This design comes from an exercise in tuning for small area, a short achievable clock period and few clock cycles per item on the open sky130 flow, not from production work. The RTL was checked by simulation tests, not by an equivalence proof against the original design. Power figures rest on the tool's default switching activity, not on a simulated workload.

==> run a <==
Design sc_reduce, start of the top module:
module sc_reduce (
    input  wire         clk,
    input  wire         rst,
    input  wire         in_valid,
    output wire         in_ready,
    input  wire [255:0] in_data,
    output wire         out_valid,
    input  wire         out_ready,
    output wire [255:0] out_data
);
Settings: LEC_CHECK=0, ABC_AREA=1, CAP_MARGIN=20, CORE_MARGIN=2, CORE_UTILIZATION=40, SLEW_MARGIN=20; clock period 10.0 ns.
standard.sh (not shown) runs the stock make flow with config.mk's settings and CLKGATE_MAP_FILE= SYNTH_SCRIPT=/design/flow/synth_recipe.tcl, a recipe that flattens the netlist after the stock synthesis.
==> flow/flow/run.sh <==
#!/bin/bash
# Layout flow: the standard layout (standard.sh), with two changes:
#  - synthesis without the full/half-adder extraction (ADDER_MAP_FILE empty),
#    so ABC maps the hand-built prefix adder itself;
#  - port buffers are buf_1 cells.
# Every register, its name and cell type are those of the standard synthesis.
set -euo pipefail
bash standard.sh ADDER_MAP_FILE= \
  'BUFFER_PORTS_ARGS=-buffer_cell sky130_fd_sc_hd__buf_1' \
  finish > flow_make.log 2>&1
==> inputs of run b, as changes to run a <==
--- a/flow/config.mk
+++ b/flow/config.mk
@@ -9,4 +9,5 @@
 export CAP_MARGIN = 20
 export CORE_MARGIN = 2
 export CORE_UTILIZATION = 40
+export SETUP_SLACK_MARGIN = 5
 export SLEW_MARGIN = 20
==> notes.md <==
In run a the hold slack is worse than in run b, by 0.064 ns.
Sequential power is about the same in run a and run b.
Of run b and run a, run b has the higher clock skew (gap 0.0051 ns).
Die area is the same in run a and run b.
Non-clock buffer count: run b is higher than run a (27).
Clock power is about the same in run b and run a.
Of run b and run a, run a has the higher sequential share of layout area (gap 1.3 points).
Against run a, the critical path depth of run b is lower by 1.
==> figures <==
Result of the run: run b timing/DRC/antenna clean; run a timing/DRC/antenna clean
Setup repair after global routing missed its margin: run b yes; run a no
Initial antenna violation count: run b 2; run a 3
Pre-Repair DR Iteration Count: run b 9; run a 6
Routed wire per std cell: run b 18.08 um; run a 17.50 um
Nets: run b 3767; run a 3739
Setup slack of the worst register-to-register path: run b 5.35 ns; run a 3.70 ns
Count of placed standard cells including taps: run b 4125; run a 4123
# resized after CTS: run b 83; run a 0
WL final: run b 76130 um; run a 73240 um
Post-detail-place hpwl: run b 57480 um; run a 57020 um
Final worst setup slack: run b 5.140 ns; run a 2.728 ns
Peak Freq: run b 205.8 MHz; run a 137.5 MHz
Comb group: run b 1.09 mW; run a 1.02 mW
Plain + repair buffers: run b 550; run a 523
Global-route met2 utilization: run b 0.4678; run a 0.4435
Diodes inserted: run b 0; run a 2
Testbench counts of run a, summed over its fixed seeds: cycles 1,608, values 1,600.
Testbench counts of run b, summed over its fixed seeds: cycles 1,608, values 1,600.

---

==> run D <==
Another version of the RTL of sc_reduce (not shown whole).
clock: 10.0 ns
lec_check: 0
abc_area: 1
cap_margin: 20
core_margin: 2
core_utilization: 40
setup_slack_margin: 5
slew_margin: 20
Scripts as last shown in full above: flow/flow/run.sh
==> run F (differences from run D) <==
--- a/flow/design.v
+++ b/flow/design.v
@@ -9,15 +9,16 @@
     output wire [255:0] out_data
 );
     reg         v;       
     reg         fx;      
     reg [252:0] r;       
     reg         rb;      
+    wire hold = v & ~out_ready;          
     wire [3:0]   h  = in_data[255:252];
-    wire [128:0] xl = fx ? r[128:0] : in_data[128:0];
-    wire [122:0] xu = in_data[251:129] & {123{~fx}};
+    wire [128:0] xl = (fx | hold) ? r[128:0] : in_data[128:0];
+    wire [122:0] xu = in_data[251:129];
     reg  [128:0] th;     
     always @(*) begin
         case (h)
             4'd0: th = 129'h0;
             4'd1: th = 129'h14def9dea2f79cd65812631a5cf5d3ed;
             4'd2: th = 129'h29bdf3bd45ef39acb024c634b9eba7da;
@@ -34,13 +35,13 @@
             4'd13: th = 129'h10f52b04e4692f6e278ef0856b87bc309;
             4'd14: th = 129'h12431aa2ce98a93b8d1016b71157196f6;
             4'd15: th = 129'h13910a40b8c82308f2913ce8b72676ae3;
             default: th = 129'h0;
         endcase
     end
-    wire [128:0] t = fx ? 129'h1eb2106215d086329a7ed9ce5a30a2c13 : th;    
+    wire [128:0] t = fx ? 129'h1eb2106215d086329a7ed9ce5a30a2c13 : hold ? 129'd0 : th;    
     wire [128:0] d_g;
     wire [128:0] d_k;
     assign d_g = xl & ~t;   
     assign d_k = ~(xl ^ t);  
     wire d_G0_0 = d_g[3] | d_k[3] & (d_g[2] | d_k[2] & (d_g[1] | d_k[1] & (d_g[0])));
     wire d_P0_0 = d_k[3] & d_k[2] & d_k[1] & d_k[0];
@@ -369,15 +370,45 @@
     assign d_c[126] = d_g[125] | d_k[125] & (d_g[124]) | (d_k[125] & d_k[124]) & d_G30_79;
     assign d_c[127] = d_g[126] | d_k[126] & (d_g[125] | d_k[125] & (d_g[124])) | (d_k[126] & d_k[125] & d_k[124]) & d_G30_79;
     assign d_c[128] = d_G31_80;
     assign d_c[129] = d_G32_81;
     wire [128:0] d_s = d_k ^ d_c[128:0];
     wire d_bo = ~d_c[129];
-    wire neg = ~fx & d_bo & ~|xu;        
+    wire neg = ~fx & d_bo & ~|xu;          
     wire adv = ~v | out_ready;
-    wire [122:0] ru = r[251:129];
+    wire [122:0] ru_dec;
+    sc_reduce_dec u_dec (.u(r[251:129]), .b(rb), .y(ru_dec));
+    assign in_ready  = adv & ~fx;
+    assign out_valid = v;
+    assign out_data  = {3'b000, r[252], ru_dec, r[128:0]};
+    always @(posedge clk) begin
+        if (rst) begin
+            v  <= 1'b0;
+            fx <= 1'b0;
+        end else if (fx) begin
+            v  <= 1'b1;
+            fx <= 1'b0;
+        end else if (adv) begin
+            v  <= in_valid & ~neg;
+            fx <= in_valid & neg;
+        end
+        r[128:0] <= d_s;
+        if (adv) begin
+            r[252] <= fx & ~d_bo;
+            rb     <= d_bo;
+        end
+        if (adv & ~fx)
+            r[251:129] <= xu;
+    end
+endmodule
+module sc_reduce_dec (
+    input  wire [122:0] u,
+    input  wire         b,
+    output wire [122:0] y
+);
+    wire [122:0] ru = u;
     wire [123:0] u_z;
     assign u_z[0] = 1'b1;
     wire u_B0_0 = ~|ru[3:0];
     wire u_B1_0 = ~|ru[7:4];
     wire u_B2_0 = ~|ru[11:8];
     wire u_B3_0 = ~|ru[15:12];
@@ -603,26 +634,8 @@
     assign u_z[118] = u_B28_5 & ~|ru[117:116];
     assign u_z[119] = u_B28_5 & ~|ru[118:116];
     assign u_z[120] = u_B29_5;
     assign u_z[121] = u_B29_5 & ~|ru[120:120];
     assign u_z[122] = u_B29_5 & ~|ru[121:120];
     assign u_z[123] = u_B30_5;
-    assign in_ready  = adv & ~fx;
-    assign out_valid = v;
-    assign out_data  = {3'b000, r[252], ru ^ ({123{rb}} & u_z[122:0]), r[128:0]};
-    always @(posedge clk) begin
-        if (rst) begin
-            v  <= 1'b0;
-            fx <= 1'b0;
-        end else if (fx) begin
-            v  <= 1'b1;
-            fx <= 1'b0;
-        end else if (adv) begin
-            v  <= in_valid & ~neg;
-            fx <= in_valid & neg;
-        end
-        if (adv) begin
-            r  <= {fx & ~d_bo, xu, d_s};
-            rb <= d_bo;
-        end
-    end
+    assign y = ru ^ ({123{b}} & u_z[122:0]);
 endmodule
--- a/flow/config.mk
+++ b/flow/config.mk
@@ -8,6 +8,7 @@
 export ABC_AREA = 1
 export CAP_MARGIN = 20
 export CORE_MARGIN = 2
 export CORE_UTILIZATION = 40
 export SETUP_SLACK_MARGIN = 5
 export SLEW_MARGIN = 20
+export SYNTH_HIERARCHICAL = 1
==> summary.md <==
| Metric | Value |
|---|---|
| Core area | `about 0.054 mm²` |
| NetSw | `roughly 1.4 mW` |
| WHS Endpoint | `r[58]$_DFFE_PN_` |
| Crit-path slowest cell | `edfxtp_1` |
| Status | `timing/DRC/antenna clean` |
| Area of the mapped netlist | `~0.022 mm²` |
| Area of placed instances | `between 0.02 and 0.025 mm²` |
| Crit path max fanout | `3` |
| Storage cell area | `0.007671 mm²` |
That was run D.
==> summary.md <==
| Metric | Value |
|---|---|
| Area of the mapped netlist | `between 0.015 and 0.02 mm²` |
| Core area | `roughly 0.048 mm²` |
| Storage cell area | `~0.0064 mm²` |
| Crit-path slowest cell | `buf_2` |
| Status | `timing/DRC/antenna clean` |
| NetSw | `between 1.5 and 2 mW` |
| Crit path max fanout | `33` |
That was run F.
Testbench counts of run D, summed over its fixed seeds: cycles 1,608, values 1,600.
Testbench counts of run F, summed over its fixed seeds: cycles 1,608, values 1,600.

---

==> inputs of v39 <==
sc_reduce, a different RTL version from the one above (not shown whole).
==> flow/design.v (excerpt) <==
module sc_reduce (
    input  wire         clk,
    input  wire         rst,
    input  wire         in_valid,
    output wire         in_ready,
    input  wire [255:0] in_data,
    output wire         out_valid,
    input  wire         out_ready,
    output wire [255:0] out_data
);
export LEC_CHECK = 0
export ABC_AREA = 1
export CAP_MARGIN = 20
export CORE_MARGIN = 2
export CORE_UTILIZATION = 40
export CTS_CLUSTER_DIAMETER = 90
export CTS_CLUSTER_SIZE = 20
export SLEW_MARGIN = 20
export SYNTH_HIERARCHICAL = 1
create_clock -name core_clock -period 10.0 [get_ports {clk}]
==> flow/flow/run.sh <==
#!/bin/bash
# Layout flow: the standard layout (standard.sh), with these changes:
#  - synthesis without the full/half-adder extraction (ADDER_MAP_FILE empty),
#    so ABC maps the hand-built prefix adder itself;
#  - port buffers are buf_1 cells;
set -euo pipefail
bash standard.sh ADDER_MAP_FILE= \
  'BUFFER_PORTS_ARGS=-buffer_cell sky130_fd_sc_hd__buf_1' \
  SETUP_SLACK_MARGIN=5.3 \
  finish > flow_make.log 2>&1
==> v36 (differences from v39) <==
--- a/flow/design.v
+++ b/flow/design.v
@@ -4,47 +4,46 @@
     input  wire         in_valid,
     output wire         in_ready,
     input  wire [255:0] in_data,
     output wire         out_valid,
     input  wire         out_ready,
     output wire [255:0] out_data
 );
     reg         v;       
-    reg         lk;      
-    reg         nb;      
+    reg         fx;      
     reg [252:0] r;       
     reg         rb;      
+    wire hold = v & ~out_ready;          
     wire [3:0]   h  = in_data[255:252];
-    wire [128:0] xl = in_data[128:0];
+    wire [128:0] xl = (fx | hold) ? r[128:0] : in_data[128:0];
     wire [122:0] xu = in_data[251:129];
-    wire         sel = lk & nb;          
-    wire [3:0]   hq = h - {3'b000, sel};
-    reg  [128:0] t;      
+    reg  [128:0] th;     
     always @(*) begin
-        case (hq)
-            4'd0: t = 129'h0;
-            4'd1: t = 129'h14def9dea2f79cd65812631a5cf5d3ed;
-            4'd2: t = 129'h29bdf3bd45ef39acb024c634b9eba7da;
-            4'd3: t = 129'h3e9ced9be8e6d6830837294f16e17bc7;
-            4'd4: t = 129'h537be77a8bde735960498c6973d74fb4;
-            4'd5: t = 129'h685ae1592ed6102fb85bef83d0cd23a1;
-            4'd6: t = 129'h7d39db37d1cdad06106e529e2dc2f78e;
-            4'd7: t = 129'h9218d51674c549dc6880b5b88ab8cb7b;
-            4'd8: t = 129'ha6f7cef517bce6b2c09318d2e7ae9f68;
-            4'd9: t = 129'hbbd6c8d3bab4838918a57bed44a47355;
-            4'd10: t = 129'hd0b5c2b25dac205f70b7df07a19a4742;
-            4'd11: t = 129'he594bc9100a3bd35c8ca4221fe901b2f;
-            4'd12: t = 129'hfa73b66fa39b5a0c20dca53c5b85ef1c;
-            4'd13: t = 129'h10f52b04e4692f6e278ef0856b87bc309;
-            4'd14: t = 129'h12431aa2ce98a93b8d1016b71157196f6;
-            4'd15: t = 129'h13910a40b8c82308f2913ce8b72676ae3;
-            default: t = 129'h0;
+        case (h)
+            4'd0: th = 129'h0;
+            4'd1: th = 129'h14def9dea2f79cd65812631a5cf5d3ed;
+            4'd2: th = 129'h29bdf3bd45ef39acb024c634b9eba7da;
+            4'd3: th = 129'h3e9ced9be8e6d6830837294f16e17bc7;
+            4'd4: th = 129'h537be77a8bde735960498c6973d74fb4;
+            4'd5: th = 129'h685ae1592ed6102fb85bef83d0cd23a1;
+            4'd6: th = 129'h7d39db37d1cdad06106e529e2dc2f78e;
+            4'd7: th = 129'h9218d51674c549dc6880b5b88ab8cb7b;
+            4'd8: th = 129'ha6f7cef517bce6b2c09318d2e7ae9f68;
+            4'd9: th = 129'hbbd6c8d3bab4838918a57bed44a47355;
+            4'd10: th = 129'hd0b5c2b25dac205f70b7df07a19a4742;
+            4'd11: th = 129'he594bc9100a3bd35c8ca4221fe901b2f;
+            4'd12: th = 129'hfa73b66fa39b5a0c20dca53c5b85ef1c;
+            4'd13: th = 129'h10f52b04e4692f6e278ef0856b87bc309;
+            4'd14: th = 129'h12431aa2ce98a93b8d1016b71157196f6;
+            4'd15: th = 129'h13910a40b8c82308f2913ce8b72676ae3;
+            default: th = 129'h0;
         endcase
     end
+    wire [128:0] t = fx ? 129'h1eb2106215d086329a7ed9ce5a30a2c13 : hold ? 129'd0 : th;    
     wire [128:0] d_g;
     wire [128:0] d_k;
     assign d_g = xl & ~t;   
     assign d_k = ~(xl ^ t);  
     wire d_G0_0 = d_g[3] | d_k[3] & (d_g[2] | d_k[2] & (d_g[1] | d_k[1] & (d_g[0])));
     wire d_P0_0 = d_k[3] & d_k[2] & d_k[1] & d_k[0];
     wire d_G1_0 = d_g[7] | d_k[7] & (d_g[6] | d_k[6] & (d_g[5] | d_k[5] & (d_g[4])));
     wire d_P1_0 = d_k[7] & d_k[6] & d_k[5] & d_k[4];
@@ -369,54 +368,43 @@
     assign d_c[124] = d_G30_79;
     assign d_c[125] = d_g[124] | (d_k[124]) & d_G30_79;
     assign d_c[126] = d_g[125] | d_k[125] & (d_g[124]) | (d_k[125] & d_k[124]) & d_G30_79;
     assign d_c[127] = d_g[126] | d_k[126] & (d_g[125] | d_k[125] & (d_g[124])) | (d_k[126] & d_k[125] & d_k[124]) & d_G30_79;
     assign d_c[128] = d_G31_80;
     assign d_c[129] = d_G32_81;
     wire [128:0] d_s = d_k ^ d_c[128:0];
     wire d_bo = ~d_c[129];
+    wire neg = ~fx & d_bo & ~|xu;          
     wire adv = ~v | out_ready;
-    wire xu_top_zero;                    
-    sc_reduce_rdy u_rdy (.out_ready(out_ready), .v(v), .lk(lk), .xu_top(xu[122:99]),
-                         .in_ready(in_ready), .xu_top_zero(xu_top_zero));
     wire [122:0] ru_dec;
     sc_reduce_dec u_dec (.u(r[251:129]), .b(rb), .y(ru_dec));
+    sc_reduce_rdy u_rdy (.out_ready(out_ready), .v(v), .fx(fx), .in_ready(in_ready));
     assign out_valid = v;
     assign out_data  = {3'b000, r[252], ru_dec, r[128:0]};
     always @(posedge clk) begin
-        if (rst)
-            v <= 1'b0;
-        else if (adv)
-            v <= in_valid & in_ready;
-        if (rst)
-            lk <= 1'b0;
-        else if (in_valid & in_ready)
-            lk <= 1'b0;
-        else if (in_valid & xu_top_zero & ~lk) begin
-            lk <= 1'b1;
-            nb <= d_bo & ~|xu;
+        if (rst) begin
+            v  <= 1'b0;
+            fx <= 1'b0;
+        end else if (fx) begin
+            v  <= 1'b1;
+            fx <= 1'b0;
+        end else if (adv) begin
+            v  <= in_valid & ~neg;
+            fx <= in_valid & neg;
         end
+        r[128:0] <= d_s;
         if (adv) begin
-            r  <= {sel & ~d_bo, xu, d_s};
-            rb <= d_bo;
+            r[252] <= fx & ~d_bo;
+            rb     <= d_bo;
         end
+        if (adv & ~fx)
+            r[251:129] <= xu;
     end
 endmodule
-module sc_reduce_rdy (
-    input  wire         out_ready,
-    input  wire         v,
-    input  wire         lk,
-    input  wire [23:0]  xu_top,
-    output wire         in_ready,
-    output wire         xu_top_zero
-);
-    assign xu_top_zero = ~|xu_top;
-    assign in_ready    = (~v | out_ready) & (~xu_top_zero | lk);
-endmodule
 module sc_reduce_dec (
     input  wire [122:0] u,
     input  wire         b,
     output wire [122:0] y
 );
     wire [122:0] ru = u;
     wire [123:0] u_z;
     assign u_z[0] = 1'b1;
@@ -646,8 +634,16 @@
     assign u_z[118] = u_B28_5 & ~|ru[117:116];
     assign u_z[119] = u_B28_5 & ~|ru[118:116];
     assign u_z[120] = u_B29_5;
     assign u_z[121] = u_B29_5 & ~|ru[120:120];
     assign u_z[122] = u_B29_5 & ~|ru[121:120];
     assign u_z[123] = u_B30_5;
     assign y = ru ^ ({123{b}} & u_z[122:0]);
 endmodule
+module sc_reduce_rdy (
+    input  wire out_ready,
+    input  wire v,
+    input  wire fx,
+    output wire in_ready
+);
+    assign in_ready = ~fx & (~v | out_ready);
+endmodule
==> flow/flow/run.sh (replaced) <==
#!/bin/bash
# Layout flow: the standard layout (standard.sh), with two changes:
#  - synthesis without the full/half-adder extraction (ADDER_MAP_FILE empty),
#    so ABC maps the hand-built prefix adder itself;
#  - port buffers are buf_1 cells.
# Every register, its name and cell type are those of the standard synthesis.
set -euo pipefail
bash standard.sh ADDER_MAP_FILE= \
  'BUFFER_PORTS_ARGS=-buffer_cell sky130_fd_sc_hd__buf_1' \
  finish > flow_make.log 2>&1
--- a/flow/config.mk
+++ b/flow/config.mk
@@ -6,10 +6,12 @@
 export NUM_CORES = 4
 export LEC_CHECK = 0
 export ABC_AREA = 1
 export CAP_MARGIN = 20
 export CORE_MARGIN = 2
 export CORE_UTILIZATION = 40
 export CTS_CLUSTER_DIAMETER = 90
 export CTS_CLUSTER_SIZE = 20
+export SETUP_SLACK_MARGIN = 5
 export SLEW_MARGIN = 20
 export SYNTH_HIERARCHICAL = 1
+export TNS_END_PERCENT = 0
==> comparison table <==
Non-clock buffer count in the final layout: v39 636; v36 555
Non-clock buffer area fraction after layout: v39 12.6%; v36 10.7%
Share of synthesized area spent on multiplexers: v39 0%; v36 0.513%
Number of cells after detailed placement: v39 3739; v36 3950
Leakage power figure: v39 11.8 nW; v36 11.0 nW
Footprint of the flip-flops and latches: v39 7700 sq um; v36 6380 sq um
Non-clk invs: v39 320; v36 334
Max Fclk: v39 207 MHz; v36 203 MHz
Antenna violations before repair: v39 18; v36 4
Detail-routed net length per standard cell: v39 18.8 microns; v36 18.0 microns
Synth Flop Type: v39 edfxtp_1; v36 dfxtp_1
Total global-route track usage: v39 26.8%; v36 26.6%
Floorplan die area: v39 50100 sq um; v36 50600 sq um
Sequential share of the synthesized area: v39 39.8%; v36 32.7%
Post-Place Cell Area: v39 20900 sq um; v36 20900 sq um
Final clock period utilization by the worst path: v39 48.4%; v36 49.2%
CTS clk-pin slew, worst paths: v39 0.08 ns; v36 0.09 ns
Hold Worst Slack: v39 0.741 ns; v36 0.622 ns
Run status: v39 timing/DRC/antenna clean; v36 timing/DRC/antenna clean
Endpoint required time on the critical path: v39 8.00 ns; v36 10.44 ns
Summed area of non-filler cells in the final layout: v39 25200 sq um; v36 22100 sq um
Proportion of cell area occupied by registers: v39 30.6%; v36 28.8%
Worst-case vdd ir drop: v39 0.0942 mV; v36 0.0989 mV
Testbench counts of v39, summed over its fixed seeds: cycles 1,608, values 1,600.
Testbench counts of v36, summed over its fixed seeds: cycles 1,608, values 1,600.

[separate check: timing with driven ports]
The flow's constraints put no driver on any port. The routed layouts listed below were extracted and timed again, unchanged, in two steps.
Step 1 sets driving cells, clkbuf_16 on the clock port and buf_2 on the other inputs (assumed; they add their load-dependent delay and slew).
Step 2, shift: input delay + t, output delay - t, t = (earliest + latest rising clock arrival at the registers) / 2. This alone moves slack from input paths to output paths.
Three values: ideal, step 1, step 2; two values: the first two.
| run | t, ns | setup WS [ns] | worst setup path at the end | worst register clock-pin slew, ns | worst data-port slew with drivers (ns) |
|---|---|---|---|---|---|
| run a | 0.603 | 2.728 / 2.736 / 2.133 | input to register | 0.06 / 0.06 | 0.10 |
| run b | 0.603 | 5.140 / 5.080 / 4.476 | input to register | 0.06 / 0.06 | 0.12 |
| run D | 0.607 | 4.227 / 4.167 / 4.600 | input to register | 0.07 / 0.07 | 0.10 |
| run F | 0.605 | 5.117 / 5.024 / 4.659 | input to register | 0.07 / 0.07 | 0.15 |
| v39 | 0.595 | 5.160 / 5.131 / 4.736 | input to register | 0.09 / 0.09 | 0.20 |
| v36 | 0.586 | 5.077 / 5.063 / 4.477 | input to register | 0.09 / 0.09 | 0.12 |
After both steps every run listed still meets setup and hold. For run b, which loses most, drivers alone change the setup slack by -0.060 ns; drivers and shift together by -0.664 ns.
